Background: an optimization exercise with open tools, aiming at small area. Do not read the settings as production practice. The RTL was checked by simulation tests, not by an equivalence proof against the original design. No activity file was given, so power comes from the tool's default toggle rates.

### flow/config.mk
export PLATFORM = sky130hd
export DESIGN_NAME = solarmon_engine
export DESIGN_NICKNAME = solarmon_engine
export VERILOG_FILES = /design/flow/design.v
export SDC_FILE = /design/flow/constraint.sdc
export NUM_CORES = 4
export LEC_CHECK = 0
export CAP_MARGIN = 20
export CORE_MARGIN = 2
export CORE_UTILIZATION = 40
export SLEW_MARGIN = 20
### flow/constraint.sdc
create_clock -name core_clock -period 10.0 [get_ports {clk}]
set_input_delay 2.0000 -clock core_clock [delete_from_list [all_inputs] [get_ports {clk}]]
set_output_delay 2.0000 -clock core_clock [all_outputs]
set_load 0.01 [all_outputs]
### flow/design.v
module solarmon_engine (
    input  wire        clk,
    input  wire        rst,
    input  wire        start,
    input  wire        tick,
    output wire [31:0] status,
    output wire [7:0]  dest_addr,
    output wire        link_own,
    output wire        tx_req,
    output wire [8:0]  tx_len,
    input  wire [7:0]  tx_addr,
    output wire [7:0]  tx_data,
    input  wire        tx_done,
    input  wire        tx_err,
    input  wire [8:0]  tx_count,
    output wire        rx_req,
    input  wire        rx_valid,
    input  wire        rx_empty,
    input  wire        rx_err,
    input  wire [7:0]  rx_data,
    input  wire [7:0]  buf_addr,
    output wire [7:0]  buf_data
);
    localparam [3:0] S_IDLE       = 4'd0,
                     S_RST_TX     = 4'd1,
                     S_RESET      = 4'd2,
                     S_ID_TX      = 4'd3,
                     S_ID_RX      = 4'd4,
                     S_IDENTIFIED = 4'd5,
                     S_REG_TX     = 4'd6,
                     S_REG_RX     = 4'd7,
                     S_REGISTERED = 4'd8,
                     S_POLL_TX    = 4'd9,
                     S_POLL_RX    = 4'd10,
                     S_POLLED     = 4'd11,
                     S_SUCCESS    = 4'd12,
                     S_FAILED     = 4'd13;
    localparam [2:0] F_WRITE  = 3'd1,
                     F_READ   = 3'd2,
                     F_SHORT  = 3'd3,
                     F_TOOBIG = 3'd4,
                     F_SERIAL = 3'd5;
    localparam [15:0] CS_RESET = 16'h0000 - (16'hA5 + 16'hA5 + 16'h01 + 16'h00 + 16'h30 + 16'h44);
    localparam [15:0] CS_ID    = 16'h0000 - (16'hA5 + 16'hA5 + 16'h01 + 16'h00 + 16'h30 + 16'h40);
    localparam [15:0] CS_POLL  = 16'h0000 - (16'hA5 + 16'hA5 + 16'h01 + 16'h01 + 16'h31 + 16'h42);
    localparam [15:0] CS_REG0  = 16'h0000 - (16'hA5 + 16'hA5 + 16'h01 + 16'h00 + 16'h30 + 16'h41 + 16'h02);
    reg [3:0]  ctl;
    reg [7:0]  rx_buf [0:255];
    reg [8:0]  rx_count;
    reg        rx_term;
    reg        last_lf;        
    reg [1:0]  empty_cnt;
    reg [1:0]  cnt;            
    reg [2:0]  fail_reason;
    reg [3:0]  fail_state;
    reg [15:0] rcsum;          
    wire is_tx   = (ctl == S_RST_TX) || (ctl == S_ID_TX) ||
                   (ctl == S_REG_TX) || (ctl == S_POLL_TX);
    wire is_rx   = (ctl == S_ID_RX) || (ctl == S_REG_RX) || (ctl == S_POLL_RX);
    wire busy    = (ctl != S_IDLE) && (ctl != S_SUCCESS) && (ctl != S_FAILED);
    wire done    = (ctl == S_SUCCESS) || (ctl == S_FAILED);
    wire is_fail = (ctl == S_FAILED);
    wire [1:0] result_code = is_fail ? {1'b1, fail_state[3]} : 2'd0;
    wire dest1   = ((ctl >= S_POLL_TX) && (ctl <= S_SUCCESS)) ||
                   (is_fail && fail_state[3]);
    wire backoff = (cnt != 2'd0);
    assign status    = {7'd0, rx_count, rx_term, fail_state, fail_reason,
                        result_code, done, busy, ctl};
    assign dest_addr = {7'd0, dest1};
    assign link_own  = busy;
    assign tx_req    = is_tx;
    assign rx_req    = is_rx && !backoff;
    assign buf_data  = rx_buf[buf_addr];
    wire [1:0] step_code = ((ctl == S_POLL_TX) || (ctl == S_POLL_RX) ||
                            (ctl == S_POLLED)) ? 2'd3 : 2'd2;
    wire [7:0]  serial_n = rx_buf[6];
    wire        is_reg   = (ctl == S_REG_TX);
    wire [7:0]  pl_len   = is_reg ? serial_n + 8'd1 : 8'd0;      
    assign tx_len        = 9'd11 + {1'b0, pl_len};
    reg [7:0]  f_dest, f_ctrl, f_func;
    reg [15:0] f_csum;
    always @(*) begin
        case (ctl)
            S_RST_TX: begin f_dest = 8'h00; f_ctrl = 8'h30; f_func = 8'h44; f_csum = CS_RESET; end
            S_ID_TX:  begin f_dest = 8'h00; f_ctrl = 8'h30; f_func = 8'h40; f_csum = CS_ID;    end
            S_REG_TX: begin f_dest = 8'h00; f_ctrl = 8'h30; f_func = 8'h41; f_csum = rcsum;    end
            default:  begin f_dest = 8'h01; f_ctrl = 8'h31; f_func = 8'h42; f_csum = CS_POLL;  end
        endcase
    end
    wire [8:0] tail = {1'b0, tx_addr} - 9'd7 - {1'b0, pl_len};    
    reg  [7:0] tx_byte;
    always @(*) begin
        if (tx_addr == 8'd0 || tx_addr == 8'd1)
            tx_byte = 8'hA5;
        else if (tx_addr == 8'd2)
            tx_byte = 8'h01;
        else if (tx_addr == 8'd3)
            tx_byte = f_dest;
        else if (tx_addr == 8'd4)
            tx_byte = f_ctrl;
        else if (tx_addr == 8'd5)
            tx_byte = f_func;
        else if (tx_addr == 8'd6)
            tx_byte = pl_len;
        else if (tail == 9'h1FF)
            tx_byte = 8'h01;                    
        else if (tail[8])
            tx_byte = rx_buf[tx_addr];          
        else if (tail[1:0] == 2'd0)
            tx_byte = f_csum[15:8];
        else if (tail[1:0] == 2'd1)
            tx_byte = f_csum[7:0];
        else if (tail[1:0] == 2'd2)
            tx_byte = 8'h0A;
        else
            tx_byte = 8'h0D;
    end
    assign tx_data = tx_byte;
    wire       serial_oor = ({1'b0, serial_n} + 9'd7) > rx_count;
    wire       serial_big = serial_n >= 8'd240;
    wire [8:0] rx_count_inc = rx_count + 9'd1;
    wire       byte_term    = last_lf && (rx_data == 8'h0D);
    wire       byte_done    = byte_term || (rx_count[7:0] == 8'hFF);
    wire       empty_done   = (empty_cnt == 2'd3);
    wire       take         = is_rx && !backoff;
    wire [7:0] pos7         = rx_count[7:0] - 8'd7;
    wire       in_sum       = (rx_count[7:0] == 8'd6) ||
                              ((rx_count[7:0] >= 8'd7) && (pos7 < serial_n));
    task fail(input [2:0] reason);
        begin
            fail_reason <= reason;
            fail_state  <= ctl;
            ctl         <= S_FAILED;
        end
    endtask
    task start_read;
        begin
            rx_count  <= 9'd0;
            rx_term   <= 1'b0;
            last_lf   <= 1'b0;
            empty_cnt <= 2'd0;
            cnt       <= 2'd0;
            rcsum     <= CS_REG0;
        end
    endtask
    always @(posedge clk) begin
        if (take && rx_valid)
            rx_buf[rx_count[7:0]] <= rx_data;
    end
    always @(posedge clk) begin
        if (rst) begin
            ctl         <= S_IDLE;
            rx_count    <= 9'd0;
            rx_term     <= 1'b0;
            last_lf     <= 1'b0;
            empty_cnt   <= 2'd0;
            cnt         <= 2'd0;
            fail_reason <= 3'd0;
            fail_state  <= 4'd0;
        end else begin
            case (ctl)
                S_IDLE:
                    if (start)
                        ctl <= S_RST_TX;
                S_RST_TX, S_ID_TX, S_REG_TX, S_POLL_TX:
                    if (tx_err || (tx_done && tx_count != tx_len)) begin
                        fail(F_WRITE);
                    end else if (tx_done) begin
                        case (ctl)
                            S_RST_TX: ctl <= S_RESET;
                            S_ID_TX:  begin start_read; ctl <= S_ID_RX;   end
                            S_REG_TX: begin start_read; ctl <= S_REG_RX;  end
                            default:  begin start_read; ctl <= S_POLL_RX; end
                        endcase
                    end
                S_RESET:
                    if (tick) begin
                        cnt <= cnt + 2'd1;
                        if (cnt == 2'd2)
                            ctl <= S_ID_TX;
                    end
                S_IDENTIFIED:
                    if (tick) begin
                        cnt <= cnt + 2'd1;
                        if (cnt == 2'd2) begin
                            if (serial_oor)
                                fail(F_SERIAL);
                            else if (serial_big)
                                fail(F_TOOBIG);
                            else
                                ctl <= S_REG_TX;
                        end
                    end
                S_ID_RX, S_REG_RX, S_POLL_RX:
                    if (backoff) begin
                        if (tick)
                            cnt <= cnt + 2'd1;
                    end else if (rx_err) begin
                        fail(F_READ);
                    end else if (rx_valid) begin
                        rx_count  <= rx_count_inc;
                        last_lf   <= (rx_data == 8'h0A);
                        empty_cnt <= 2'd0;
                        if (in_sum)
                            rcsum <= rcsum - {8'd0, rx_data};
                        if (byte_done) begin
                            rx_term <= byte_term;
                            if (rx_count_inc < 9'd7)
                                fail(F_SHORT);
                            else if (ctl == S_ID_RX)
                                ctl <= S_IDENTIFIED;
                            else if (ctl == S_REG_RX)
                                ctl <= S_REGISTERED;
                            else
                                ctl <= S_POLLED;
                        end
                    end else if (rx_empty) begin
                        empty_cnt <= empty_cnt + 2'd1;
                        if (empty_done) begin
                            if (rx_count < 9'd7)
                                fail(F_SHORT);
                            else if (ctl == S_ID_RX)
                                ctl <= S_IDENTIFIED;
                            else if (ctl == S_REG_RX)
                                ctl <= S_REGISTERED;
                            else
                                ctl <= S_POLLED;
                        end else begin
                            cnt <= 2'd2;
                        end
                    end
                S_REGISTERED:
                    if (!start && !tick)
                        ctl <= S_POLL_TX;
                S_POLLED:
                    if (!start && !tick) begin
                        if (rx_count >= 9'd27)
                            ctl <= S_SUCCESS;
                        else
                            fail(F_SHORT);
                    end
                default: ;   
            endcase
        end
    end
endmodule
### flow/run.sh
#!/bin/bash
# synth_recipe.tcl (not shown) runs the flow's synth.tcl, then flattens the netlist and writes it again
# the make line also repeats each setting of config.mk as NAME=value (left out here)
make -C /OpenROAD-flow-scripts/flow DESIGN_CONFIG=/design/flow/config.mk WORK_HOME=/design/flow/orfs CLKGATE_MAP_FILE= SYNTH_SCRIPT=/design/flow/synth_recipe.tcl finish
==> results.txt, run 1 <==
- Synth Register Bits: 2090
- Post-CTS Resized: 0
- Crit-path leading delay family: compound AO/OA/AOI/OAI gates
- Synth Instances: 5030
- Synth Cell Area: 100500 sq um
- Ys flop type: edfxtp_1
- CP peak stage delay: 1.04 ns
- Switching power: 4812 uW
- CP arrival: 7.22 ns
- Die H: 505.4 microns
- Sw frac: 0.2447
- Syn avg cell area: 19.99 sq um
- H-tree Lvls: 4
- GRT Residual Overflow: 0
- Placed Cells incl. Taps: 8229
- Worst Skew: 0.04434 ns
- Metal1 wirelength: 127900 microns
- Antenna violations before repair: 32
- Worst-skew pair later-pin latency: 0.89 ns
- GPL Wtd Cong: 0.9244
- Die width: 505.4 microns
- Post-synth EDFFs: 2064
- Met3 wire len: 31540 microns
- DRT antenna net count: 0
- Post-synth top area share: 0.6164
- Area delta synth->final: 11.98%
- Num CTS Buffers: 210
- Final Util: 0.4491
- Relative max-transition margin: 0.1736
- Worst Hold Class: reg2reg
- Post-synth top cells: edfxtp_1 (2064), mux4_2 (1292), nor2_1 (327), clkbuf_1 (231), nand2_1 (142)
- Logic pwr share: 0.112
- # clock sinks: 2090
- Full die area: 255400 sq um
- Highest Signal Layer: met5
- Ys async rst share: 0
- Total global-route track usage: 0.2502
- Global-route wire length before repair: 449500 microns
- Most common cell in the netlist: edfxtp_1
- Drt pass-1 iters: 5
- Max Cap Viol: 0
- CORE AREA: 250700 sq um
- Vias per cell: 6.582
- Starting Density: 0.4010
- FMAX: 108.5 MHz
- RSZ-0062 raised after global routing: false
- Synth warnings: 1
- I/O Buffers: 95
- Leak Pwr: 0.03427 uW
- WP buf/inv: 1
- Ranking of synthesized cells by area: edfxtp_1 (62%), mux4_2 (29%), nor2_1 (1.2%)
- Worst slew pin tran: 1.238 ns
- Final setup viols: 0
- Cell taking the most area after synthesis: edfxtp_1
- Share of cells above drive strength 1: 0.3455
- Outcome: no timing/DRC/antenna violations
- Final number of max-transition violations: 0
- CP max FO: 14
- Final Non-Filler Cells: 8636
- Fin. Hold Viols: 0
- FP Rows: 184
- DRC viols: 0
- Final Critical Period: 9.219 ns
- P per Cell Area: 174.7 nW/um^2
- CP max-delay cell: o41ai_1
- Internal power: 14850 uW
- Setup repair bufs after CTS: 0
- Via Count: 56840
- Final hold slack: 0.4783 ns
- Root Buffer: clkbuf_16
- Dpl hpwl: 213200 microns
- Vias in the first global route: 55750
- CTS tree: yes
- Share of power burned in registers: 0.491
- # nets final: 5186
- WP data required: 8.00 ns
- Ports: 110
- Routed wire length: 322600 microns
- CP endpoint kind: output pin
- Sequential-to-total area share from yosys stat: 0.6216
- Wire length on met2: 150700 microns
- Hold buffer count at CTS: 0
- Initial DRC count: 8954
- Clock power share: 0.396
- CP Class: reg2out
- Largest net degree at the start of global routing: 198
- Setup TNS: 0 ns
- CP Cell Sequence: ha_1 > nand2_1 > nor2_1 > xnor2_1 > nand2_1 > nand2_1 > nand2_1 > ha_1 > a2111oi_0 > a21oi_1 > xnor2_1 > nand2_1 > o41ai_1 > clkdlybuf4s50_1
- Final period utilization: 0.9219
- WL per Instance: 37.36 microns
- Peak VDD IR: 0.0002074 V
- Netlist cell types: 79
- Setup crit start kind: flop
- Most used cell, CP: nand2_1
- Clock transition at path regs: 0.06 ns
- Bufs on Longest Clock Path: 3
[final cells by class]
| class | count | area, sq um |
|---|---|---|
| inverters | 61 | 236.5 |
| multi-input cells | 2471 | 36190 |
| diodes | 17 | 42.54 |
| clock buffers | 253 | 5502 |
| well taps | 3348 | 4189 |
| clock inverters | 135 | 1130 |
| repair buffers | 261 | 2798 |
| flip-flops and latches | 2090 | 62500 |
| fillers | 21040 | 138100 |
[power by group through the flow]
stage	clock (uW)	combinational, uW	sequential (uW)
global route	8180	2300	9660
global placement	0	2180	9850
detailed placement	0	2190	9850
CTS	7860	2190	9670
finish	7790	2210	9670
floorplan	0	1230	9860
[kinds of logic (layout without fill, tap and decap cells)]
family | after synthesis | in the layout | synth area share
XOR/XNOR | 35 | 35 | 0.003049
multiplexers | 1368 | 1368 | 0.2970
adder cells (fa/ha/maj) | 49 | 49 | 0.006247
AO/OA/AOI/OAI | 323 | 323 | 0.02128
AND/OR/NAND/NOR | 682 | 682 | 0.03038
other | 1 | 31 | 0.00003730
flip-flops | 2090 | 2090 | 0.6216
buffers and inverters | 482 | 710 | 0.02035
[flip-flops by register name, summed over array words and instances (netlist names)]
register	cells
fail_reason	3
rx_term	1
cnt	2
rx_buf	2048
rcsum	16
empty_cnt	2
ctl	4
last_lf	1
fail_state	4
rx_count	9
[worst min-delay path, delay by kind of cell (launching register included)]
| family | cells | cell delay (ns) |
|---|---|---|
| flops | 1 | 0.30 |
| compound gates | 2 | 0.12 |
[worst paths after layout]
kind                     startpoint                        to  slack, ns  cells past startpoint
max          rx_buf[6][0]$_DFFE_PP_                tx_data[6]       0.78                     14
min            last_lf$_SDFFE_PP0P_      last_lf$_SDFFE_PP0P_       0.48                      2
max reg2reg     ctl[1]$_SDFFE_PP0P_  rx_buf[210][7]$_DFFE_PP_       4.68                      8
min reg2reg    last_lf$_SDFFE_PP0P_      last_lf$_SDFFE_PP0P_       0.48                      2
[per-stage QoR]
| step | cell area [sq um] | setup slack (ns) | total power, uW |
|---|---|---|---|
| 2_1_floorplan | 100600 | 2.343 | 11090 |
| 3_3_place_gp | 105800 | 1.332 | 12030 |
| 3_5_place_dp | 105900 | 1.263 | 12040 |
| 4_1_cts | 112500 | 1.004 | 19720 |
| 5_1_grt | 112600 | 0.6359 | 20140 |
| 6_report | 112600 | 0.7807 | 19670 |
[layer usage]
layer | global-route usage | up-vias
met3 | 0.05195 | 511
met5 | 0 | -
met1 | 0.3547 | 31110
li1 | - | 21930
met2 | 0.3845 | 3288
met4 | 0.08990 | 8
[placed cells by master, fill, tap and decap left out, drive strengths merged, types with 70 or more instances in the layout]
cell type	netlist	layout
o21ai	76	76
nor2	327	327
mux2i	71	71
nand2	142	142
mux4	1292	1292
clkdlybuf4s50	0	75
clkbuf	231	261
a21oi	70	70
buf	190	178
edfxtp	2064	2064
clkinv	3	110
==> run 2, diff against run 1 <==
==> flow/flow/run.sh (new file) <==
#!/bin/bash
# Own flow: the standard layout (standard.sh, unchanged synthesis), with
# the port buffers made of the smallest buffer cell and a clock tree built
# without dummy loads. Each tool's output goes to a log file in this folder.
set -euo pipefail
cd "$(dirname "$0")/.."
export BUFFER_PORTS_ARGS="-buffer_cell sky130_fd_sc_hd__buf_1"
export CTS_ARGS="-sink_clustering_enable -repair_clock_nets -dont_use_dummy_load -sink_clustering_size 25 -sink_clustering_max_diameter 90"
bash standard.sh synth > flow_synth.log 2>&1
bash standard.sh floorplan > flow_floorplan.log 2>&1
bash standard.sh place > flow_place.log 2>&1
bash standard.sh cts > flow_cts.log 2>&1
bash standard.sh finish > flow_finish.log 2>&1
==> flow/standard.sh (new file) <==
#!/bin/bash
# synth_recipe.tcl (not shown) runs the flow's synth.tcl, then flattens the netlist and writes it again
# the make line also repeats each setting of config.mk as NAME=value (left out here)
make -C /OpenROAD-flow-scripts/flow DESIGN_CONFIG=/design/flow/config.mk WORK_HOME=/design/flow/orfs CLKGATE_MAP_FILE= SYNTH_SCRIPT=/design/flow/synth_recipe.tcl "${@:-finish}"
removed: flow/run.sh
==> run 2 against run 1 <==
Compared with the run above: critical path depth fell by 3; final cell count down 2.6%; highest routed layer unchanged; largest power group unchanged; global-route usage up 0.24 points; clock skew grew 0.016 ns; worst setup slack better by 0.99 ns; fmax up 12%; combinational power decreased by 4%; sequential cell count is the same; count of clock-buffer cells in the layout fell by 153; cell area shrank 3.7%; non-clock buffer count rose by 66.
==> results.txt, run 2 <==
- H-tree Lvls: 3 (-1)
- Max Cap Viol: 0 (unchanged)
- # clock sinks: 2090 (unchanged)
- CP max FO: 22 (+8)
- FF-to-FF Start: ctl[2]$_SDFFE_PP0P_
- Final number of max-transition violations: 0 (unchanged)
- Met1 Usage GRT: 0.3608 (+0.006089)
- Sw frac: 0.2496 (+0.004858)
- Syn avg cell area: 19.99 sq um (unchanged)
- CP endpoint kind: output pin
- CP max-delay cell: mux4_2
- Worst slew pin tran: 1.129 ns (-0.1093 ns)
- Root Buffer: clkbuf_16
- Final period utilization: 0.8234 (-0.09850)
- Most frequent cells in the layout: edfxtp_1 (2064), mux4_2 (1292), nor2_1 (304)
- WL per Instance: 38.82 microns (+3.9%)
- Total global-route track usage: 0.2526 (+0.002443)
- Routed wire length: 326400 microns (+1.2%)
- Drt pass-1 iters: 5 (unchanged)
- Worst Hold Path EP: last_lf$_SDFFE_PP0P_
- Num CTS Buffers: 100 (-52%)
- Peak VDD IR: 0.0001310 V (-37%)
- GPL Wtd Cong: 0.9054 (-2.1%)
- Post-CTS Resized: 0 (unchanged)
- Most common cell in the netlist: edfxtp_1
- Fin. Hold Viols: 0 (unchanged)
- Cell taking the most area after synthesis: edfxtp_1
- DRC viols: 0 (unchanged)
- Most common cell after layout, fill and taps aside: edfxtp_1
- Most used cell, CP: mux4_2
- Final Cell Area: 108400 sq um (-3.7%)
- GRT Residual Overflow: 0 (unchanged)
- Clock transition at path regs: 0.06 ns (about the same)
- GR peak layer: met2
- Netlist cell types: 79 (unchanged)
- CORE AREA: 250700 sq um (unchanged)
- Final hold slack: 0.4756 ns (-0.002708 ns)
- Post-synth top cells: edfxtp_1 (2064), mux4_2 (1292), nor2_1 (327), clkbuf_1 (231), nand2_1 (142)
- Dpl hpwl: 220900 microns (+3.6%)
- Synth warnings: 1 (unchanged)
- Number of cells on the worst hold path: 2 (unchanged)
- Share of power burned in registers: 0.593 (+0.102)
- Global-route wire length before repair: 452500 microns (+0.66%)
- Worst Skew: 0.06021 ns (+0.01587 ns)
- Leak Pwr: 0.03235 uW (-5.6%)
- Largest net degree at the start of global routing: 133 (-33%)
- Logic pwr share: 0.131 (+0.019)
- Hold_sp: last_lf$_SDFFE_PP0P_
- DRT antenna net count: 0 (unchanged)
- Final Critical Period: 8.234 ns (-0.9850 ns)
- Vias per cell: 6.740 (+2.4%)
- Die width: 505.4 microns (unchanged)
- Area delta synth->final: 7.804%
- Reg-to-reg endpoint: rx_buf[188][2]$_DFFE_PP_
- Synth Register Bits: 2090 (unchanged)
- Vias in the first global route: 55220 (-0.94%)
- Synth Cell Area: 100500 sq um (unchanged)
- Full die area: 255400 sq um (unchanged)
- Post-synth EDFFs: 2064 (unchanged)
- Ys async rst share: 0 (unchanged)
- FP Rows: 184 (unchanged)
- I/O Buffers: 95 (unchanged)
- P per Cell Area: 150.5 nW/um^2 (-14%)
- Largest register FFs: 2048 (unchanged)
- Ports: 110 (unchanged)
- Synth Instances: 5030 (unchanged)
- Ranking of synthesized cells by area: edfxtp_1 (62%), mux4_2 (29%), nor2_1 (1.2%)
- CP peak stage delay: 0.63 ns (-0.41 ns)
- CP Cell Sequence: clkbuf_4 > buf_12 > buf_4 > mux4_2 > mux4_2 > mux4_2 > nand2_1 > o21ai_0 > nand3_1 > a32oi_1 > buf_1
- Starting Density: 0.4010 (unchanged)
- Die H: 505.4 microns (unchanged)
- R2R setup slack: 4.37 ns (-0.31 ns)
- Met2 Use GR: 0.3865 (+0.002036)
- Antenna violations before repair: 26 (-19%)
- Via Count: 56680 (-0.29%)
- Bufs on Longest Clock Path: 3 (unchanged)
- Worst Hold Class: reg2reg
- Relative max-transition margin: 0.2446 (+0.07105)
- R2R depth: 8 (unchanged)
- Hold buffer count at CTS: 0 (unchanged)
- CTS tree: yes
- Ys flop type: edfxtp_1
- Sequential-to-total area share from yosys stat: 0.6216 (unchanged)
- Share of cells above drive strength 1: 0.3383 (-0.007190)
- Clock power share: 0.276 (-0.120)
- Worst-skew pair later-pin latency: 0.81 ns (-0.08 ns)
- FMAX: 121.4 MHz (+12%)
- Final setup viols: 0 (unchanged)
- CP arrival: 6.23 ns (-0.99 ns)
- Setup crit start kind: primary input
- Initial DRC count: 8825 (-1.4%)
- WP data required: 8.00 ns (about the same)
- CP Class: in2out
- Outcome: no timing/DRC/antenna violations
- RSZ-0062 raised after global routing: false
- # nets final: 5142 (-0.85%)
- Switching power: 4072 uW (-15%)
- Placed cell area: 105800 sq um (about the same)
- Post-synth top area share: 0.6164 (unchanged)
- Internal power: 12250 uW (-18%)
- Setup TNS: 0 ns (unchanged)
- Met3 Usage GRT: 0.05255 (+0.0006017)
- Setup repair bufs after CTS: 0 (unchanged)
## run 2: cell count changes in the layout (fill, tap and decap cells not counted), sizes merged
cell / previous run / this run
clkbuf: 261 / 119
buf: 178 / 308
clkinv: 110 / 2
clkdlybuf4s50: 75 / 0
bufinv: 16 / 0
clkinvlp: 6 / 0
diode: 17 / 12
inv: 64 / 59
## run 2: critical path, delay by kind of cell
| family | cells | cell delay, ns |
|---|---|---|
| buffers and inverters | 4 | 1.43 |
| AOI/OAI and AO/OA | 2 | 0.61 |
| and+or+nand+nor | 2 | 0.41 |
| muxes | 3 | 1.70 |
## run 2: through the flow
step | power, uW | std cells | setup WS (ns) | utilization
2_1_floorplan | 11090 | 5043 | 2.343 | -
3_3_place_gp | 11960 | 8293 | 1.681 | 0.4217
3_5_place_dp | 11980 | 8296 | 1.801 | 0.4221
4_1_cts | 16340 | 8396 | 1.799 | 0.4320
5_1_grt | 16700 | 8400 | 1.659 | 0.4322
6_report | 16320 | 8409 | 1.766 | 0.4323
## run 2: worst max path at each step
stage / startpoint / end / slack, ns / cells after the start
4_1_cts: tx_addr[0] / tx_data[4] / 1.80 / 11
6_report: tx_addr[0] / tx_data[4] / 1.77 / 11
2_1_floorplan: tx_addr[1] / tx_data[5] / 2.34 / 19
5_1_grt: tx_addr[1] / tx_data[0] / 1.66 / 15
3_3_place_gp: tx_addr[0] / tx_data[5] / 1.68 / 11
3_5_place_dp: tx_addr[0] / tx_data[4] / 1.80 / 11
## run 2: final cells by class
class / count / area [sq um]
clock buffer: 100 / 2502
sequential: 2090 / 62500
multi-input combinational: 2471 / 36230
timing repair buffer: 327 / 2700
fill: 21460 / 142300
inverter: 61 / 236.5
antenna: 12 / 30.03
tap: 3348 / 4189
## run 2: power by group through the flow
stage | clock, uW | combinational (uW) | sequential (uW)
2_1_floorplan | 0 | 1230 | 9860
4_1_cts | 4560 | 2110 | 9670
3_5_place_dp | 0 | 2110 | 9870
3_3_place_gp | 0 | 2090 | 9870
5_1_grt | 4810 | 2210 | 9680
6_report | 4510 | 2130 | 9680
## run 2: logic make-up (layout without fill, tap and decap cells)
| family | after synthesis | count (layout) | share of synthesized area |
|---|---|---|---|
| multiplexers | 1368 | 1368 | 0.2970 |
| adder cells (fa/ha/maj) | 49 | 49 | 0.006247 |
| buffers and inverters | 482 | 488 | 0.02035 |
| other | 1 | 26 | 0.00003730 |
| flip-flops | 2090 | 2090 | 0.6216 |
| XOR/XNOR | 35 | 35 | 0.003049 |
| AND/OR/NAND/NOR | 682 | 682 | 0.03038 |
| AO/OA/AOI/OAI | 323 | 323 | 0.02128 |
## run 2: layer usage
| layer | wire [microns] | vias to the layer above |
|---|---|---|
| met5 | 70 | - |
| met4 | 12660 | 10 |
| met3 | 33270 | 442 |
| met2 | 151200 | 3417 |
| met1 | 129300 | 31200 |
| li1 | - | 21610 |
==> run 3, diff against run 2 <==
--- a/flow/design.v
+++ b/flow/design.v
@@ -47,3 +47,3 @@
     reg [3:0]  ctl;
-    reg [7:0]  rx_buf [0:255];
+    reg [2047:0] rx_q;           
     reg [8:0]  rx_count;
@@ -72,6 +72,42 @@
     assign rx_req    = is_rx && !backoff;
-    assign buf_data  = rx_buf[buf_addr];
+    function [255:0] dec256(input [7:0] a);
+        reg [15:0] hi, lo;
+        integer k;
+        begin
+            hi = 16'd1 << a[7:4];
+            lo = 16'd1 << a[3:0];
+            for (k = 0; k < 256; k = k + 1)
+                dec256[k] = hi[k / 16] & lo[k % 16];
+        end
+    endfunction
+    wire [255:0] buf_sel = dec256(buf_addr);
+    wire [255:0] tx_sel  = dec256(tx_addr);
+    wire [7:0]   buf_rd, tx_rd;
+    genvar gb, gg;
+    generate
+        for (gb = 0; gb < 8; gb = gb + 1) begin : g_rd
+            wire [31:0] bo;
+            for (gg = 0; gg < 32; gg = gg + 1) begin : g_b
+                solarmon_ao8 u_b (
+                    .s(buf_sel[8*gg +: 8]),
+                    .d({rx_q[8*(8*gg+7)+gb], rx_q[8*(8*gg+6)+gb], rx_q[8*(8*gg+5)+gb], rx_q[8*(8*gg+4)+gb],
+                        rx_q[8*(8*gg+3)+gb], rx_q[8*(8*gg+2)+gb], rx_q[8*(8*gg+1)+gb], rx_q[8*(8*gg)+gb]}),
+                    .y(bo[gg]));
+            end
+            assign buf_rd[gb] = |bo;
+            wire [29:0] to;
+            for (gg = 0; gg < 30; gg = gg + 1) begin : g_t
+                solarmon_ao8 u_t (
+                    .s(tx_sel[8+8*gg +: 8]),
+                    .d({rx_q[8*(8+8*gg+7)+gb], rx_q[8*(8+8*gg+6)+gb], rx_q[8*(8+8*gg+5)+gb], rx_q[8*(8+8*gg+4)+gb],
+                        rx_q[8*(8+8*gg+3)+gb], rx_q[8*(8+8*gg+2)+gb], rx_q[8*(8+8*gg+1)+gb], rx_q[8*(8+8*gg)+gb]}),
+                    .y(to[gg]));
+            end
+            assign tx_rd[gb] = (|to) | (tx_sel[7] & rx_q[8*7+gb]);
+        end
+    endgenerate
+    assign buf_data  = buf_rd;
     wire [1:0] step_code = ((ctl == S_POLL_TX) || (ctl == S_POLL_RX) ||
                             (ctl == S_POLLED)) ? 2'd3 : 2'd2;
-    wire [7:0]  serial_n = rx_buf[6];
+    wire [7:0]  serial_n = rx_q[55:48];
     wire        is_reg   = (ctl == S_REG_TX);
@@ -107,3 +143,3 @@
         else if (tail[8])
-            tx_byte = rx_buf[tx_addr];          
+            tx_byte = tx_rd;          
         else if (tail[1:0] == 2'd0)
@@ -145,6 +181,17 @@
     endtask
-    always @(posedge clk) begin
-        if (take && rx_valid)
-            rx_buf[rx_count[7:0]] <= rx_data;
-    end
+    wire         wr     = take && rx_valid;
+    wire [255:0] wr_sel = dec256(rx_count[7:0]);
+    wire [2047:0] rx_d;
+    genvar gk;
+    generate
+        for (gk = 0; gk < 256; gk = gk + 1) begin : g_wr
+            wire we = wr & wr_sel[gk];
+            for (gb = 0; gb < 8; gb = gb + 1) begin : g_bit
+                solarmon_hold u_h (.we(we), .nwe(~we), .d(rx_data[gb]),
+                                   .q(rx_q[8*gk+gb]), .y(rx_d[8*gk+gb]));
+            end
+        end
+    endgenerate
+    always @(posedge clk)
+        rx_q <= rx_d;
     always @(posedge clk) begin
@@ -246 +293,19 @@
 endmodule
+module solarmon_ao8 (
+    input  wire [7:0] s,
+    input  wire [7:0] d,
+    output wire       y
+);
+    wire [3:0] n;
+    assign n[0] = ~((s[0] & d[0]) | (s[1] & d[1]));
+    assign n[1] = ~((s[2] & d[2]) | (s[3] & d[3]));
+    assign n[2] = ~((s[4] & d[4]) | (s[5] & d[5]));
+    assign n[3] = ~((s[6] & d[6]) | (s[7] & d[7]));
+    assign y = ~(&n);
+endmodule
+module solarmon_hold (
+    input  wire we, nwe, d, q,
+    output wire y
+);
+    assign y = (we & d) | (nwe & q);
+endmodule
--- a/flow/config.mk
+++ b/flow/config.mk
@@ -11 +11,2 @@
 export SLEW_MARGIN = 20
+export SYNTH_HIERARCHICAL = 1
==> run 3 against run 2 <==
Compared with the run above: now fails the layout checks on negative setup slack; clock skew grew 0.011 ns; critical endpoint is now tx_data[1]; largest power group unchanged; critical path type unchanged; synthesized area fell by 12%; sequential cell count unchanged; highest routed layer unchanged.
==> results.txt, run 3 <==
- Post-synth top cells: dfxtp_1 (2074), a22o_1 (2048), a22oi_1 (1985), nor2_1 (650), nand4_1 (540)
- Synth Area in XOR/XNOR: 0.003375 (+0.0003258)
- Clock power share: 0.339 (+0.063)
- Adder-Cell Fraction of Synth Area: 0.007402 (+0.001155)
- Die width: 473.7 microns (-6.3%)
- CP max FO: 11 (-50%)
- Final hold slack: 0.4779 ns (+0.002247 ns)
- Most common cell in the netlist: dfxtp_1
- CP endpoint kind: output pin
- Num CTS Buffers: 109 (+9.0%)
- DRT antenna net count: 0 (unchanged)
- Place WS: 0.4715 ns (-1.329 ns)
- Synth Area in Simple Gates: 0.1021 (+0.07172)
- Final period utilization: 1.030 (+0.2066)
- Peak VDD IR: 0.0001491 V (+14%)
- Drt pass-1 iters: 10 (+5)
- Synth Instances: 8757 (+74%)
- DRC viols: 0 (unchanged)
- Placed Cells incl. Taps: 11770 (+42%)
- Via Count: 87140 (+54%)
- Largest register FFs: 2048 (unchanged)
- Most common cell after layout, fill and taps aside: dfxtp_1
- Bufs on Longest Clock Path: 3 (unchanged)
- Root Buffer: clkbuf_16
- Clock transition at path regs: 0.09 ns (+0.03 ns)
- CP max-delay cell: a2111oi_0
- CORE AREA: 219500 sq um (-12%)
- Synth Register Bits: 2090 (unchanged)
- Synth warnings: 7 (+6)
- Leak Pwr: 0.03460 uW (+7.0%)
- GPL Wtd Cong: 1.057 (+17%)
- Final number of max-transition violations: 0 (unchanged)
- Sequential-to-total area share from yosys stat: 0.4760 (-0.1456)
- Ranking of synthesized cells by area: dfxtp_1 (47%), a22o_1 (20%), a22oi_1 (17%)
- Routed wire length: 431000 microns (+32%)
- Fin. Hold Viols: 0 (unchanged)
- Final WS setup: -0.3004 ns (-2.066 ns)
- Logic pwr share: 0.059 (-0.072)
- Worst slew pin tran: 1.279 ns (+0.1504 ns)
- Hold buffer count at CTS: 0 (unchanged)
- Full die area: 224400 sq um (-12%)
- Final Critical Period: 10.30 ns (+2.066 ns)
- Internal power: 10470 uW (-15%)
- Post-CTS Resized: 0 (unchanged)
- WL per Instance: 36.19 microns (-6.8%)
- Final Non-Filler Cells: 11910 (+42%)
- Starting Density: 0.4020 (+0.0009525)
- Final Cell Area: 96300 sq um (-11%)
- Dpl hpwl: 302900 microns (+37%)
- Crit-path leading delay family: simple AND/OR/NAND/NOR gates
- Placed cell area: 93500 sq um (-12%)
- Initial DRC count: 14330 (+62%)
- FP Rows: 172 (-6.5%)
- GRT Residual Overflow: 0 (unchanged)
- Worst-skew pair later-pin latency: 0.79 ns (-0.02 ns)
- Netlist cell types: 72 (-8.9%)
- Ys flop type: dfxtp_1
- Switching power: 3442 uW (-15%)
- R2R setup slack: 5.02 ns (+0.65 ns)
- Final setup viols: 1 (+1)
- CP Cell Sequence: buf_1 > nor2_1 > nand2_2 > nor2_1 > a22oi_1 > nand4_1 > nor4_1 > buf_4 > nand4_1 > a2111oi_0 > buf_4 > a211o_1 > a221oi_1 > buf_1
- WP buf/inv: 4 (unchanged)
- Syn avg cell area: 10.08 sq um (-50%)
- P per Cell Area: 144.5 nW/um^2 (-4.0%)
- RSZ-0062 raised after global routing: false
- Ys async rst share: 0 (unchanged)
- Outcome: complete, but fails checks
- Ports: 110 (unchanged)
- Share of cells above drive strength 1: 0.04472 (-0.2936)
- CP arrival: 8.30 ns (+2.07 ns)
- Most frequent cells in the layout: dfxtp_1 (2074), a22o_1 (2048), a22oi_1 (1985)
- Share of power burned in registers: 0.602 (+0.009)
- I/O Buffers: 95 (unchanged)
- FMAX: 97.08 MHz (-20%)
- Worst Skew: 0.07120 ns (+0.01099 ns)
- WP data required: 8.00 ns (about the same)
- CTS tree: yes
- Post-synth top area share: 0.4705 (-0.1459)
- Sw frac: 0.2474 (-0.002135)
- Global-route wire length before repair: 597500 microns (+32%)
- Cell taking the most area after synthesis: dfxtp_1
- Die H: 473.7 microns (-6.3%)
- Antenna violations before repair: 30 (+15%)
- Largest net degree at the start of global routing: 108 (-19%)
- Setup crit start kind: primary input
- # nets final: 9107 (+77%)
- Area delta synth->final: 9.133%
- Compound-Gate Fraction of Synth Area: 0.3883 (+0.3670)
- Layout check faults: negative setup slack
- Vias per cell: 7.318 (+8.6%)
- Post-synth EDFFs: 16 (-99%)
- # clock sinks: 2090 (unchanged)
- CP peak stage delay: 1.27 ns (+0.64 ns)
- Setup repair bufs after CTS: 0 (unchanged)
- CP Class: in2out
- Max Cap Viol: 0 (unchanged)
- Total global-route track usage: 0.3646 (+0.1120)
- Relative max-transition margin: 0.1251 (-0.1196)
- Largest family of logic cells by synthesized area: compound AO/OA/AOI/OAI gates
- Worst Hold Class: reg2reg
- Vias in the first global route: 78140 (+41%)
- Post-synthesis mux area share: 0.001205 (-0.2958)
- H-tree Lvls: 3 (unchanged)
- Synth Cell Area: 88240 sq um (-12%)
run 3: power groups by stage:
stage / clock (uW) / combinational, uW / sequential (uW)
after floorplan: 0 / 319 / 8580
after global placement: 0 / 778 / 8570
after detailed placement: 0 / 785 / 8570
after CTS: 4750 / 787 / 8380
after global routing: 5030 / 834 / 8390
final: 4720 / 815 / 8380
run 3: per-module statistics from Yosys, one instance, submodules excluded:
module	cell area [sq um]	cells	times used
solarmon_engine	52310	4229	1
solarmon_ao8	36.28	5	496
solarmon_hold	8.758	1	2048
run 3: worst reg2reg max path, delay by kind of cell, from the launching register on:
kind                     cells  cell delay (ns)
AO/OA/AOI/OAI                3             0.88
adder cells (fa/ha/maj)      1             0.29
flip-flops                   1             0.48
AND/OR/NAND/NOR              9             2.45
buffers and inverters        2             0.50
run 3: cell families (layout without fill, tap and decap cells):
family          count (synthesis)  count (layout)
compound gates               4241            4241
xor+xnor                       34              34
fa+ha+maj                      51              51
buf+inv                       488             730
flops                        2090            2090
mux                            10              10
other cells                     1              39
simple gates                 1842            1842
run 3: cell type report:
class                      count  area, sq um
tap                         2871         3592
sequential                  2090        42000
antenna                       25        62.56
inverter                     326         1224
clock buffer                 109         2728
multi-input combinational   6192        44640
fill                       21060       123200
timing repair buffer         295         2052
run 3: layer usage:
metal | global-route usage | vias to the layer above | part of all wire
met5 | 0 | - | 0.00056
met4 | 0.2088 | 30 | 0.064
met3 | 0.09482 | 1213 | 0.12
met2 | 0.5183 | 6336 | 0.41
met1 | 0.4963 | 42940 | 0.41
li1 | - | 36620 | -
run 3: through the flow:
| step | util | setup TNS [ns] | total power [uW] |
|---|---|---|---|
| 6_report | 0.4387 | -0.3004 | 13910 |
| 5_1_grt | 0.4384 | 0 | 14250 |
| 4_1_cts | 0.4384 | 0 | 13920 |
| 3_5_place_dp | 0.4259 | 0 | 9358 |
| 3_3_place_gp | 0.4256 | 0 | 9350 |
| 2_1_floorplan | - | 0 | 8894 |
run 3: worst paths after layout:
kind / start / to / depth (start not counted)
setup reg to reg: ctl[3]$_SDFFE_PP0P_ / rcsum[14]$_SDFFCE_PP1P_ / 15
hold / removal: rx_q[1994]$_DFF_P_ / rx_q[1994]$_DFF_P_ / 1
setup / recovery: tx_addr[3] / tx_data[1] / 14
hold reg to reg: rx_q[1994]$_DFF_P_ / rx_q[1994]$_DFF_P_ / 1
==> run 4, diff against run 3 <==
--- a/flow/design.v
+++ b/flow/design.v
@@ -126,2 +126,4 @@
     wire [8:0] tail = {1'b0, tx_addr} - 9'd7 - {1'b0, pl_len};    
+    wire       tx_hdr = (tx_addr < 8'd7);
+    wire       tx_ser = !tx_hdr && tail[8] && (tail != 9'h1FF);
     reg  [7:0] tx_byte;
@@ -143,3 +145,3 @@
         else if (tail[8])
-            tx_byte = tx_rd;          
+            tx_byte = 8'h00;                    
         else if (tail[1:0] == 2'd0)
@@ -153,3 +155,3 @@
     end
-    assign tx_data = tx_byte;
+    assign tx_data = tx_byte | ({8{tx_ser}} & tx_rd);
     wire       serial_oor = ({1'b0, serial_n} + 9'd7) > rx_count;
--- a/flow/flow/run.sh
+++ b/flow/flow/run.sh
@@ -2,3 +2,3 @@
 # Own flow: the standard layout (standard.sh, unchanged synthesis), with
-# the port buffers made of the smallest buffer cell and a clock tree built
+# the port buffers made of a small buffer cell and a clock tree built
 # without dummy loads. Each tool's output goes to a log file in this folder.
@@ -6,3 +6,3 @@
 cd "$(dirname "$0")/.."
-export BUFFER_PORTS_ARGS="-buffer_cell sky130_fd_sc_hd__buf_1"
+export BUFFER_PORTS_ARGS="-buffer_cell sky130_fd_sc_hd__buf_2"
 export CTS_ARGS="-sink_clustering_enable -repair_clock_nets -dont_use_dummy_load -sink_clustering_size 25 -sink_clustering_max_diameter 90"
--- a/flow/config.mk
+++ b/flow/config.mk
@@ -10,2 +10,3 @@
 export CORE_UTILIZATION = 40
+export SETUP_SLACK_MARGIN = 0.2
 export SLEW_MARGIN = 20
==> run 4 against run 3 <==
Compared with the run above: now clean on timing, DRC and antenna; sequential share of layout area rose by 0.094 points; critical path depth fell by 1; count of clock-buffer cells in the layout did not move; non-clock buffer count fell by 54; sequential cell count did not move; worst setup slack improved by 0.82 ns; fmax rose by 8.7%; first-iteration DRC count rose by 1.4%; critical path type unchanged; largest cell class unchanged.
==> results.txt, run 4 <==
- Area delta synth->final: 8.811%
- Drt pass-1 iters: 12 (+2)
- Relative max-transition margin: 0.1538 (+0.02875)
- WP buf/inv: 3 (-1)
- FMAX: 105.5 MHz (+8.7%)
- Outcome: no timing/DRC/antenna violations
- H-tree Lvls: 3 (unchanged)
- CP max-delay cell: nand2_1
- GPL Wtd Cong: 1.074 (+1.6%)
- Fillcell total: 20950 (-0.54%)
- Synth Instances: 8721 (-0.41%)
- FP Rows: 172 (unchanged)
- Reg-to-reg endpoint: rx_q[1857]$_DFF_P_
- Full die area: 224600 sq um (about the same)
- Synth Register Bits: 2090 (unchanged)
- I/O Buffers: 95 (unchanged)
- Crit-path leading delay family: simple AND/OR/NAND/NOR gates
- Syn avg cell area: 10.13 sq um (+0.49%)
- GRT Residual Overflow: 0 (unchanged)
- Total global-route track usage: 0.3594 (-0.005178)
- Post-synth top cells: dfxtp_1 (2074), a22o_1 (2049), a22oi_1 (1986), nor2_1 (581), nand4_1 (543)
- WL per Instance: 36.00 microns (-0.52%)
- CP arrival: 7.48 ns (-0.82 ns)
- Hold buffer count at CTS: 0 (unchanged)
- Vias in the first global route: 77550 (-0.75%)
- Share of cells above drive strength 1: 0.05330 (+0.008587)
- Final setup viols: 0 (-1)
- Clock transition at path regs: 0.09 ns (about the same)
- Setup TNS: 0 ns (+0.3004 ns)
- Max Cap Viol: 0 (unchanged)
- Die H: 473.9 microns (about the same)
- Hold_sp: fail_state[2]$_SDFFE_PP0P_
- Leak Pwr: 0.03506 uW (+1.3%)
- Post-CTS Resized: 0 (unchanged)
- Setup crit start kind: primary input
- FF-to-FF Start: ctl[3]$_SDFFE_PP0P_
- Final Critical Period: 9.477 ns (-0.8238 ns)
- Number of cells on the worst hold path: 2 (+1)
- Global-route wire length before repair: 590700 microns (-1.1%)
- Ports: 110 (unchanged)
- Initial DRC count: 14530 (+1.4%)
- Cell taking the most area after synthesis: dfxtp_1
- CP Class: in2out
- Dpl hpwl: 296000 microns (-2.3%)
- Root Buffer: clkbuf_16
- Worst Skew: 0.08544 ns (+0.01424 ns)
- Worst slew pin tran: 1.266 ns (-0.01312 ns)
- Final period utilization: 0.9477 (-0.08238)
- Final number of max-transition violations: 0 (unchanged)
- Sequential-to-total area share from yosys stat: 0.4756 (about the same)
- Post-synth top area share: 0.4702 (about the same)
- Routed wire length: 424900 microns (-1.4%)
- Most common cell after layout, fill and taps aside: dfxtp_1
- Final Util: 0.4378 (-0.0009410)
- Peak VDD IR: 0.0001573 V (+5.5%)
- Fin. Hold Viols: 0 (unchanged)
- Die width: 473.9 microns (about the same)
- Vias per cell: 7.304 (-0.19%)
- # clock sinks: 2090 (unchanged)
- CP peak stage delay: 0.93 ns (-0.34 ns)
- Synth Cell Area: 88310 sq um (about the same)
- DRC viols: 0 (unchanged)
- Via Count: 86190 (-1.1%)
- CP Cell Sequence: buf_2 > nor2b_1 > nand2_1 > buf_4 > nor2_1 > a22oi_1 > nand4_1 > nor4_1 > nand4_1 > a211oi_1 > o21a_1 > o31ai_1 > buf_2
- Ys async rst share: 0 (unchanged)
- Final hold slack: 0.4678 ns (-0.01004 ns)
- Synth warnings: 7 (unchanged)
- R2R depth: 11 (-4)
- Ys flop type: dfxtp_1
- Netlist cell types: 90 (+25%)
- R2R setup slack: 5.24 ns (+0.22 ns)
- Largest register FFs: 2048 (unchanged)
- RSZ-0062 raised after global routing: false
- Most common cell in the netlist: dfxtp_1
- P per Cell Area: 147.0 nW/um^2 (+1.7%)
- Bufs on Longest Clock Path: 3 (unchanged)
- WP data required: 8.00 ns (about the same)
- CTS tree: yes
- Most frequent cells in the layout: dfxtp_1 (2074), a22o_1 (2049), a22oi_1 (1986)
- Worst-skew pair later-pin latency: 0.81 ns (+0.02 ns)
- Setup repair bufs after CTS: 0 (unchanged)
- Starting Density: 0.4023 (about the same)
- # nets final: 9007 (-1.1%)
- Post-synth EDFFs: 16 (unchanged)
- CORE AREA: 219500 sq um (unchanged)
- DRT antenna net count: 0 (unchanged)
- Num CTS Buffers: 109 (unchanged)
- Largest net degree at the start of global routing: 125 (+16%)
- Ranking of synthesized cells by area: dfxtp_1 (47%), a22o_1 (20%), a22oi_1 (17%)
- CP endpoint kind: output pin
- Worst Hold Class: reg2reg
- Antenna violations before repair: 32 (+6.7%)
- Worst Hold Path EP: fail_state[2]$_SDFFE_PP0P_
- CP max FO: 10 (-1)
-- run 4: final cells by class --
cell class / instances / area, sq um / share of cell area
Multi-Input combinational cell: 6146 / 44740 / 0.4656
Inverter: 325 / 1220 / 0.01270
Tap cell: 2871 / 3592 / 0.03738
Timing Repair Buffer: 241 / 1762 / 0.01833
Antenna cell: 19 / 47.55 / 0.0004948
Sequential cell: 2090 / 42000 / 0.4371
Clock buffer: 109 / 2728 / 0.02839
-- run 4: worst max path at each step --
stage / cells after the start / end / slack, ns / startpoint
finish: 13 / tx_data[7] / 0.52 / tx_addr[3]
global route: 13 / tx_data[7] / 0.90 / tx_addr[3]
CTS: 14 / tx_data[4] / 1.08 / tx_addr[3]
detailed placement: 14 / tx_data[4] / 1.09 / tx_addr[3]
global placement: 10 / buf_data[2] / 0.17 / buf_addr[4]
floorplan: 12 / tx_data[7] / 3.43 / tx_addr[6]
-- run 4: metal layers --
metal  global-route usage  vias to the layer above  share of wire
li1                     -                    36360              -
met4               0.2009                       22          0.062
met3              0.07629                     1130           0.11
met2               0.5185                     6169           0.42
met1               0.4957                    42510           0.41
met5                    0                        -        0.00032
-- run 4: where the power goes --
part           internal (uW)  total (uW)  leakage (uW)  switching [uW]
combinational            225         975        0.0169             750
sequential              8380        8430        0.0168            44.7
clock                   1930        4720       0.00134            2790
total                  10500       14100        0.0351            3580
-- run 4: cell families (layout without fill, tap and decap cells) --
logic type               count (synthesis)  in the layout  share of synthesized area
adder cells (fa/ha/maj)                 52             52                   0.007537
flip-flops                            2090           2090                     0.4756
XOR/XNOR                                39             39                   0.004180
buffers and inverters                  498            675                    0.02287
AND/OR/NAND/NOR                       1804           1804                     0.1009
other                                    1             33                 0.00004246
multiplexers                             8              8                  0.0009210
AO/OA/AOI/OAI                         4229           4229                     0.3879
-- run 4: metrics by stage --
| step | area (sq um) | setup WS (ns) | total power (uW) | instances |
|---|---|---|---|---|
| 2_1_floorplan | 88360 | 3.434 | 9033 | 8734 |
| 3_3_place_gp | 93140 | 0.1673 | 9554 | 11660 |
| 3_5_place_dp | 93270 | 1.093 | 9568 | 11670 |
| 4_1_cts | 96000 | 1.082 | 14130 | 11780 |
| 5_1_grt | 96050 | 0.9050 | 14490 | 11780 |
| 6_report | 96090 | 0.5234 | 14120 | 11800 |
-- run 4: Yosys stat by module (local to each module, per instance) --
| module | cells inside | times used | flops+latches |
|---|---|---|---|
| solarmon_ao8 | 5 | 496 | 0 |
| solarmon_hold | 1 | 2048 | 0 |
| solarmon_engine | 4193 | 1 | 2090 |
-- run 4: worst min-delay path, cell delays in order (launching register included) --
cell and delay [ns]:
dfxtp_1 0.32, nand2_1 0.05, mux2i_1 0.05

-- afterwards: timing with drivers on the ports --
Ports are ideal in the flow. The routed layouts listed here were re-timed in OpenROAD.
Step 1, drivers: a clkbuf_16 drives clk and a buf_2 each remaining input, both assumed.
Step 2 moves the port delays by t, midway between the first and last clock arrival at a register: inputs arrive t later, outputs are due t later. That takes back most of the time a late clock gives input paths.
Slacks: ideal ports / drivers / drivers and shift; pairs: ideal ports / drivers.
run	t, ns	slack for setup (ns)	hold slack, ns	slew at the worst register clock pin (ns)	cell pins on the clock port's net
run 1	0.964	0.781 / 0.683 / 1.038	0.478 / 0.478 / 0.478	0.07 / 0.07	1
run 2	0.877	1.766 / 1.680 / 1.680	0.476 / 0.476 / 0.476	0.11 / 0.11	1
run 3	0.869	-0.300 / -0.371 / -0.371	0.478 / 0.478 / 0.478	0.11 / 0.11	1
run 4	0.879	0.523 / 0.469 / 0.469	0.468 / 0.468 / 0.468	0.11 / 0.11	1
For run 2, which loses most, drivers alone change the setup slack by -0.086 ns; drivers and shift together by -0.086 ns.
